Source: an optimization exercise on an open RTL-to-GDS flow (aim: a short achievable clock period and few clock cycles per item). Production flows keep margins and buffers that such runs may drop.
The RTL was checked by simulation tests, not by an equivalence proof against the original design.
Power and IR drop assume default switching activity.

$ cat flow/design.v
module ksih_keydec (
    input  wire [7:0] addr,
    output reg  [4:0] data
);
    always @(*) begin
        case (addr)
            8'hE7: data = 5'h00;
            8'h77: data = 5'h01;
            8'h7B: data = 5'h02;
            8'h7D: data = 5'h03;
            8'hB7: data = 5'h04;
            8'hBB: data = 5'h05;
            8'hBD: data = 5'h06;
            8'hD7: data = 5'h07;
            8'hDB: data = 5'h08;
            8'hDD: data = 5'h09;
            8'h7E: data = 5'h0A;
            8'hBE: data = 5'h0B;
            8'hDE: data = 5'h0C;
            8'hEE: data = 5'h0D;
            8'hED: data = 5'h0E;
            8'hEB: data = 5'h0F;
            default: data = 5'h10;
        endcase
    end
endmodule
module ksih (
    input  wire        clk,
    input  wire        rst,           
    output wire [3:0]  col_o,         
    input  wire [3:0]  row_i,         
    output wire [4:0]  out_o,         
    output wire        out_we_o,      
    input  wire        edge_i,        
    output wire        irq_o,         
    input  wire        invoke_i,      
    output wire        ret_o,         
    output wire        busy_o,        
    input  wire        hcmd_valid_i,  
    input  wire [10:0] hcmd_i,        
    output wire [7:0]  hrdata_o       
);
    localparam [2:0] OP_WRCOL = 3'd0, OP_RDCMB = 3'd1, OP_WROUT = 3'd2,
                     OP_ISTAT = 3'd3, OP_IDIS  = 3'd4, OP_ICLR  = 3'd5,
                     OP_IEN   = 3'd6;
    localparam [3:0] PAT0 = 4'b1110, PAT1 = 4'b1101, PAT3 = 4'b0111;
    localparam [4:0] NOKEY_OUT = 5'h10;
    reg [3:0] col_q;
    reg [4:0] out_q;
    reg       ier_q;
    reg       isr_q;
    reg       busy_q;      
    reg       fin_q;       
    reg [3:0] pre_col_q;   
    reg [4:0] pre_res_q;   
    reg [7:0] hrdata_q;
    reg       out_we_q;
    reg       ret_q;
    wire [2:0] op  = hcmd_i[10:8];
    wire [7:0] arg = hcmd_i[7:0];
    wire host_valid = !busy_q && hcmd_valid_i && !invoke_i;
    wire start      = !busy_q && invoke_i;
    wire full       = isr_q | edge_i;
    wire [4:0] dec;
    ksih_keydec u_keydec (
        .addr ({row_i, col_q}),
        .data (dec)
    );
    wire       hit   = !dec[4];
    wire [3:0] rot   = {col_q[2:0], col_q[3]};
    wire       last  = (col_q == PAT3);
    wire       end_pre  = (rot == pre_col_q);
    wire       miss_end = last | end_pre;
    always @(posedge clk) begin
        if (rst) begin
            col_q    <= 4'b1111;
            ier_q    <= 1'b0;
            isr_q    <= 1'b0;
            hrdata_q <= 8'h00;
            out_we_q <= 1'b0;
            ret_q    <= 1'b0;
            busy_q   <= 1'b0;
            fin_q    <= 1'b0;
        end else begin
            out_we_q <= 1'b0;
            ret_q    <= 1'b0;
            isr_q    <= isr_q | edge_i;
            if (start) begin
                busy_q    <= 1'b1;
                pre_col_q <= (hit || last) ? col_q : 4'b1111;
                pre_res_q <= dec;
                if (!full) begin
                    ier_q <= 1'b0;
                    fin_q <= 1'b1;
                end else begin
                    ier_q <= 1'b1;
                    isr_q <= 1'b0;
                    if (col_q == PAT0) begin
                        if (hit) begin
                            out_q    <= dec;
                            out_we_q <= 1'b1;
                            fin_q    <= 1'b1;
                        end else begin
                            col_q <= PAT1;
                            fin_q <= 1'b0;
                        end
                    end else begin
                        col_q <= PAT0;
                        fin_q <= 1'b0;
                    end
                end
            end else if (busy_q) begin
                if (fin_q || hit || miss_end) begin
                    busy_q <= 1'b0;
                    ret_q  <= 1'b1;
                end
                if (!fin_q) begin
                    if (hit) begin
                        out_q    <= dec;
                        out_we_q <= 1'b1;
                    end else if (miss_end) begin
                        out_q    <= end_pre ? pre_res_q : NOKEY_OUT;
                        out_we_q <= 1'b1;
                        if (!last) col_q <= rot;
                    end else begin
                        col_q <= rot;
                    end
                end
            end else if (host_valid) begin
                case (op)
                    OP_WRCOL: col_q <= arg[3:0];
                    OP_RDCMB: hrdata_q <= {row_i, col_q};
                    OP_WROUT: begin
                        out_q    <= arg[4:0];
                        out_we_q <= 1'b1;
                    end
                    OP_ISTAT: hrdata_q <= {7'b0, isr_q};
                    OP_IDIS:  if (arg[0]) ier_q <= 1'b0;
                    OP_ICLR:  if (arg[0]) isr_q <= edge_i;
                    OP_IEN:   if (arg[0]) ier_q <= 1'b1;
                    default:  ;
                endcase
            end
        end
    end
    assign col_o    = col_q;
    assign out_o    = out_q;
    assign out_we_o = out_we_q;
    assign irq_o    = ier_q & isr_q;
    assign ret_o    = ret_q;
    assign busy_o   = busy_q;
    assign hrdata_o = hrdata_q;
endmodule
$ cat flow/run.sh
#!/bin/bash
# synth_recipe.tcl (not shown) runs the flow's synth.tcl, then flattens the netlist and writes it again
# the make line also repeats each setting of config.mk as NAME=value (left out here)
make -C /OpenROAD-flow-scripts/flow DESIGN_CONFIG=/design/flow/config.mk WORK_HOME=/design/flow/orfs CLKGATE_MAP_FILE= SYNTH_SCRIPT=/design/flow/synth_recipe.tcl finish
$ cat flow/constraint.sdc
create_clock -name core_clock -period 5.0 [get_ports {clk}]
set_input_delay 1.0000 -clock core_clock [delete_from_list [all_inputs] [get_ports {clk}]]
set_output_delay 1.0000 -clock core_clock [all_outputs]
set_load 0.01 [all_outputs]
$ cat flow/config.mk
export PLATFORM = sky130hd
export DESIGN_NAME = ksih
export DESIGN_NICKNAME = ksih
export VERILOG_FILES = /design/flow/design.v
export SDC_FILE = /design/flow/constraint.sdc
export NUM_CORES = 4
export LEC_CHECK = 0
export CAP_MARGIN = 20
export CORE_MARGIN = 2
export CORE_UTILIZATION = 40
export SLEW_MARGIN = 20
==> results of run 1 <==
[state kept, by name (all words and copies together) (netlist names)]
name,cells
pre_res_q,5
hrdata_q,8
isr_q,1
busy_q,1
pre_col_q,4
fin_q,1
ier_q,1
col_q,4
out_q,5
out_we_q,1
ret_q,1
[critical path, delay by kind of cell]
kind	cells	cell delay (ns)
simple gates	3	0.89
buf+inv	2	0.86
compound gates	2	0.58
[Yosys cell counts, types with 3 or more instances]
cell / count / area (um2)
nand2_4: 3 / 33.8
nand3_1: 14 / 70.1
xnor2_1: 5 / 43.8
dfxtp_1: 18 / 360
buf_2: 8 / 40.0
nand4b_1: 3 / 26.3
nor2_1: 18 / 67.6
a21oi_1: 19 / 95.1
buf_6: 5 / 56.3
edfxtp_1: 14 / 420
inv_1: 8 / 30.0
nand4_1: 3 / 18.8
clkbuf_1: 3 / 11.3
nand3b_1: 3 / 22.5
nor3_1: 6 / 30.0
nor4_1: 4 / 25.0
nor2b_1: 4 / 25.0
nor4b_1: 3 / 26.3
o21ai_1: 3 / 15.0
xor2_1: 4 / 35.0
o21ai_0: 4 / 20.0
nand2_1: 23 / 86.3
a31oi_1: 4 / 25.0
[kinds of logic after synthesis]
group	after synthesis	share of synthesized area (%)
AND/OR/NAND/NOR	103	27.4
flip-flops	32	36.7
XOR/XNOR	10	4.47
buffers and inverters	30	8.35
multiplexers	2	1.06
AO/OA/AOI/OAI	60	22.0
[layout make-up]
| cell class | instances | share of cell area [%] |
|---|---|---|
| clock buffer | 5 | 2.71 |
| timing repair buffer | 37 | 14.6 |
| inverter | 11 | 1.72 |
| clock inverter | 3 | 0.739 |
| multi-input combinational | 175 | 46.0 |
| sequential | 32 | 30.8 |
| tap | 70 | 3.45 |
[path summary, 6_finish.rpt]
check | from | end | cells after the start
hold reg to reg | hrdata_q[7]$_SDFFE_PP0P_ | hrdata_q[7]$_SDFFE_PP0P_ | 2
setup reg to reg | col_q[2]$_SDFFE_PP1P_ | out_q[1]$_DFFE_PP_ | 6
hold / removal | hrdata_q[7]$_SDFFE_PP0P_ | hrdata_q[7]$_SDFFE_PP0P_ | 2
setup / recovery | row_i[2] | out_q[1]$_DFFE_PP_ | 7
[where the power goes]
group          switching (mW)  internal, mW
clock network           0.102        0.0969
logic                   0.202         0.168
registers              0.0786         0.311
total                   0.383         0.575
[metal layers]
layer	up-vias	share of wire (%)	GRT usage (%)
li1	925	-	-
met5	-	0	0
met3	6	5.2	3.41
met1	868	49	28.9
met4	0	1.4	5.64
met2	54	45	28.3
[through the flow]
stage | total power [mW] | instance area, um2
after floorplan | 0.662 | 2130
after global placement | 0.762 | 2450
after global routing | 1.02 | 2540
final | 0.958 | 2540
after CTS | 0.961 | 2540
after detailed placement | 0.762 | 2450
==> impl_metrics.tcl, run 1 <==
set metrics [dict create \
    outcome "no timing/DRC/antenna violations" \
    p_leak_nw 0.857 \
    cts_buffers 5 \
    dieHeight_um 76.9 \
    synth.avg_cell_area_um2 8.97 \
    hp-class "register to register" \
    grt_pass1_vias 1748 \
    cts_hold_buf 0 \
    final_cell_mix "clkdlybuf4s50_1, nand2_1, a21oi_1" \
    cts_tree "yes" \
    n_fill_cell 520 \
    synth_ff_type "dfxtp_1" \
    gp_congestion 0.804 \
    synthDistinctLibCells 68 \
    io_pins 41 \
    core_area_um2 5110 \
    clk_latency_ns 0.29 \
    yosysSeqAreaShare_pct 36.7 \
    cts_buffer_depth 2 \
    r2r_setup_slack_ns 2.18 \
    cts_resized 0 \
    critical_path_class "primary input to register" \
    start_util_pct 41.6 \
    die_area_um2 5920 \
    drtIter0Drc 159 \
    synth_edf_count 14 \
    fin_nets 282 \
    antenna_found_initial 0 \
    path_clk_slew_ns 0.07 \
    drv_cap 0 \
    dr.pass1.iters 4 \
    cts.sinks 32 \
    setup_viol 0 \
    fin_cells 333 \
    dpl.cell_count 325 \
    syn_nets 257 \
    rsz0062_at_grt "no" \
    setup-tns-final_ns 0 \
    grt_max_degree 22 \
    synth_area_um2 2130 \
    finalCoreUtilization_pct 49.7 \
    path_max_fanout 13 \
    yosys_register_bits 32 \
    multi_input_area_um2 1170 \
    finalClockSkew_ns 0.00373 \
    peakVddDrop_uv 177 \
    post_cts_buffers 0 \
    grt.overflow.total 0 \
    grt_use_total_pct 19.3 \
    avgViaCountPerCell 5.56 \
    drc_errors 0 \
    slew_headroom_pct 44.1 \
    period_share_pct 68.3 \
    portBuffers 37 \
    antenna_cells 0 \
    slew_violations 0 \
    holdWs_ns 0.455 \
    rows 26 \
    path_cells "clkdlybuf4s50_1 > nand4_1 > or4_1 > and2_4 > inv_4 > o22ai_1 > a21oi_1" \
    synth_warnings 2 \
    drt.antenna.violating_nets 0 \
    areaGrowthSynthToFinish_pct 19.4 \
    hold_viol 0 \
    max_freq_mhz 293 \
    place_ws_ns 1.30 \
    crit_path_max_incr_delay_ns 0.78 \
    wl_per_cell_um 15.8 \
    required_ns 4.93 \
    layout_commonest_cell "clkdlybuf4s50_1" \
    clockRootBuffer "clkbuf_8" \
    drive_above_1_share_pct 13.3 \
    cp.arrival_ns 3.35 \
    syn_inst 237 \
    period_needed_ns 3.42 \
    htree_levels 2 \
    worst_setup_path_end_kind "register" \
    vias 1853 \
    die_x_um 76.9 \
    layout_setup_ws_ns 1.58 \
    wirelength_um 5250 \
    worst_setup_path_start_kind "primary input" \
    grt_first_pass_wirelength_um 9220 \
    crit_slowest_cell "clkdlybuf4s50_1" \
    worst_slew_pin_slew_ns 0.835 \
    powerDensity_nw_per_um2 377 \
    regArea_um2 781 \
    async_reset_ff_share_pct 0 \
    hpwl_um 3710 \
]
Testbench counts, summed over its fixed seeds: cycles 10,537, runs 3,200.
==> run 2, diff against run 1 <==
--- a/flow/config.mk
+++ b/flow/config.mk
@@ -6,6 +6,8 @@
 export NUM_CORES = 4
 export LEC_CHECK = 0
+export ABC_CLOCK_PERIOD_IN_PS = 1400
 export CAP_MARGIN = 20
 export CORE_MARGIN = 2
 export CORE_UTILIZATION = 40
+export SETUP_SLACK_MARGIN = 3.6
 export SLEW_MARGIN = 20
==> impl_metrics.tcl, run 2 <==
set metrics [dict create \
    clockRootBuffer "clkbuf_8" \
    setup_viol 0 \
    synth_largest_type_area_fraction_pct 19.8 \
    antenna_found_initial 0 \
    grt.overflow.total 0 \
    worst_slew_pin_slew_ns 0.654 \
    slew_headroom_pct 56.0 \
    period_share_pct 47.6 \
    die_area_um2 5920 \
    path_max_fanout 8 \
    power.switching_uw 462 \
    dr.pass1.iters 4 \
    finalCoreUtilization_pct 65.0 \
    place_ws_ns 1.45 \
    antenna_cells 0 \
    hpwl_um 3850 \
    largest_register "hrdata_q" \
    io_pins 41 \
    synth_top_family_by_area "simple AND/OR/NAND/NOR gates" \
    dpl.cell_count 325 \
    vias 2126 \
    crit_buf_inv 2 \
    htree_levels 2 \
    setup-tns-final_ns 0 \
    avgViaCountPerCell 5.54 \
    wl_per_cell_um 16.9 \
    clk_latency_ns 0.28 \
    powerDensity_nw_per_um2 349 \
    fin_cells 384 \
    hp-class "register to register" \
    yosysMostFrequentCell "nand2_1" \
    n_fill_cell 447 \
    critical_path_class "primary input to register" \
    portBuffers 37 \
    finalClockSkew_ns 0.00371 \
    max_freq_mhz 420 \
    critical_path.top_delay_family "simple AND/OR/NAND/NOR gates" \
    grt_max_degree 22 \
    syn_nets 257 \
    synth.avg_cell_area_um2 8.97 \
    rows 26 \
    path_cells "buf_12 > nand4_1 > or4_4 > and2_4 > inv_6 > o22ai_4 > a21oi_4" \
    synthXorXnorAreaFrac_pct 4.47 \
    rsz0062_at_grt "yes" \
    required_ns 4.97 \
    crit_slowest_cell "or4_4" \
    grt_use_total_pct 22.1 \
    wirelength_um 6510 \
    sw_frac_of_total_pct 39.9 \
    drc_errors 0 \
    synth_ff_type "dfxtp_1" \
    slew_violations 0 \
    cts_tree "yes" \
    layout_setup_ws_ns 2.62 \
    worst_setup_path_end_kind "register" \
    fin_nets 333 \
    cts_buffer_depth 2 \
    crit_path_max_incr_delay_ns 0.51 \
    core_area_um2 5110 \
    synth_common_cells "nand2_1, a21oi_1, dfxtp_1, nor2_1" \
    cts_buffers 5 \
    hold_viol 0 \
    synth_area_leaders "edfxtp_1, dfxtp_1, a21oi_1" \
    yosysSeqAreaShare_pct 36.7 \
    peakVddDrop_uv 179 \
    grt_pass1_vias 2089 \
    gp_congestion 0.843 \
    yosys_register_bits 32 \
    top_regs "hrdata_q: 8 flops, out_q: 5 flops, pre_res_q: 5 flops" \
    yosysTopAreaCell "edfxtp_1" \
    areaGrowthSynthToFinish_pct 56.0 \
    p_leak_nw 1.27 \
    p_clk_share_pct 17.0 \
    synthSimpleGateAreaFrac_pct 27.4 \
    cts.sinks 32 \
    drv_cap 0 \
    power.internal_uw 697 \
    multi_input_area_um2 1450 \
    synth_edf_count 14 \
    syn_inst 237 \
    synthDistinctLibCells 68 \
    synth_compound_area_share_pct 22.0 \
    path_clk_slew_ns 0.07 \
    drive_above_1_share_pct 55.1 \
    period_needed_ns 2.38 \
    drt.antenna.violating_nets 0 \
    outcome "no timing/DRC/antenna violations" \
    drtIter0Drc 151 \
    regArea_um2 812 \
    synth_area_um2 2130 \
    largest_reg_flops 8 \
    async_reset_ff_share_pct 0 \
    dieHeight_um 76.9 \
    start_util_pct 41.6 \
    synth_mux_area_share_pct 1.06 \
    layout_commonest_cell "buf_4" \
    synth_warnings 2 \
    die_x_um 76.9 \
    grt_first_pass_wirelength_um 10400 \
    final_cell_mix "buf_4, buf_6, nand2_1" \
    synth_adder_area_share_pct 0 \
    cp.arrival_ns 2.35 \
    worst_setup_path_start_kind "primary input" \
    seqPwrFrac_pct 29.1 \
    pwr-share-comb_pct 53.8 \
]
[run 2: tightest hold or removal path: stages (launching register included)]
cell and delay (ns):
dfxtp_2 0.33, nand2_2 0.05, a21oi_1 0.05
[run 2: power groups by stage]
stage               Clock, mW  Sequential (mW)  Combinational, mW
finish                  0.198            0.338              0.624
global route            0.212            0.342              0.666
CTS                     0.201            0.336              0.585
detailed placement          0            0.400              0.393
global placement            0            0.398              0.389
floorplan                   0            0.343              0.351
[run 2: final timing paths]
check                                 from                  endpoint  slack (ns)  cells past startpoint
setup reg to reg     col_q[2]$_SDFFE_PP1P_        out_q[3]$_DFFE_PP_        2.83                      5
setup / recovery                  row_i[3]        out_q[3]$_DFFE_PP_        2.62                      7
hold / removal    hrdata_q[2]$_SDFFE_PP0P_  hrdata_q[2]$_SDFFE_PP0P_        0.47                      2
hold reg to reg   hrdata_q[2]$_SDFFE_PP0P_  hrdata_q[2]$_SDFFE_PP0P_        0.47                      2
[run 2: cells by family (layout without fill, tap and decap cells)]
kind of cell	count (synthesis)	after routing
and+or+nand+nor	103	104
muxes	2	2
xor gates and xnor gates	10	10
DFF	32	32
AOI/OAI and AO/OA	60	60
buffers and inverters	30	106
[run 2: final cells by class]
| type | instances | area share [%] |
|---|---|---|
| multi-input cells | 176 | 43.8 |
| clock inverters | 3 | 0.566 |
| inverters | 11 | 1.51 |
| well taps | 70 | 2.64 |
| clock buffers | 5 | 2.07 |
| flip-flops and latches | 32 | 24.5 |
| repair buffers | 87 | 24.9 |
[run 2: stage by stage]
step,power [mW],cell area (um2),hold slack [ns]
2_1_floorplan,0.694,2280,0.476
3_3_place_gp,0.788,2560,0.446
3_5_place_dp,0.793,2560,0.449
4_1_cts,1.12,3190,0.477
5_1_grt,1.22,3320,0.498
6_report,1.16,3320,0.474
[run 2: metal layers]
| metal | part of all wire [%] | wire length [um] | track usage, % |
|---|---|---|---|
| met1 | 44 | 2890 | 29.7 |
| met2 | 49 | 3170 | 36.2 |
| met3 | 5.1 | 335 | 4.24 |
| met4 | 1.8 | 117 | 6.18 |
| met5 | 0 | 0 | 0 |
[run 2: repair_timing]
action | CTS | global route
endpoints found under the hold margin | 0 | 0
gates resized for setup | 232 | 26
gates cloned | 1 | 0
buffers inserted | 45 | 5
endpoints found under the setup margin | 67 | 66
pin swaps | 39 | 25
hold buffers | 0 | 0

-- afterwards: timing with drivers on the ports --
The results above use ideal ports. As a check the final layouts listed here were re-extracted and re-timed, cells and wires unchanged. Step 1, drivers: a clkbuf_16 drives clk and a buf_2 each remaining input, both assumed. Step 2 times the ports against the registers' clock, not the clock port: input delays grow and output delays shrink by t, the midpoint of the rising clock arrivals with the driver on. a / b / c = ideal ports / drivers / drivers and shift; a / b = the first two.
run | t, ns | setup slack, ns | hold WS [ns] | worst data-port slew with drivers (ns) | cell pins on the clock port's net
run 1 | 0.312 | 1.583 / 1.589 / 1.277 | 0.455 / 0.455 / 0.455 | 0.03 | 1
run 2 | 0.305 | 2.620 / 2.574 / 2.269 | 0.474 / 0.474 / 0.474 | 0.07 | 1
After both steps setup and hold are still met in every run listed. For run 2, which loses most, drivers alone change the setup slack by -0.046 ns; drivers and shift together by -0.351 ns.
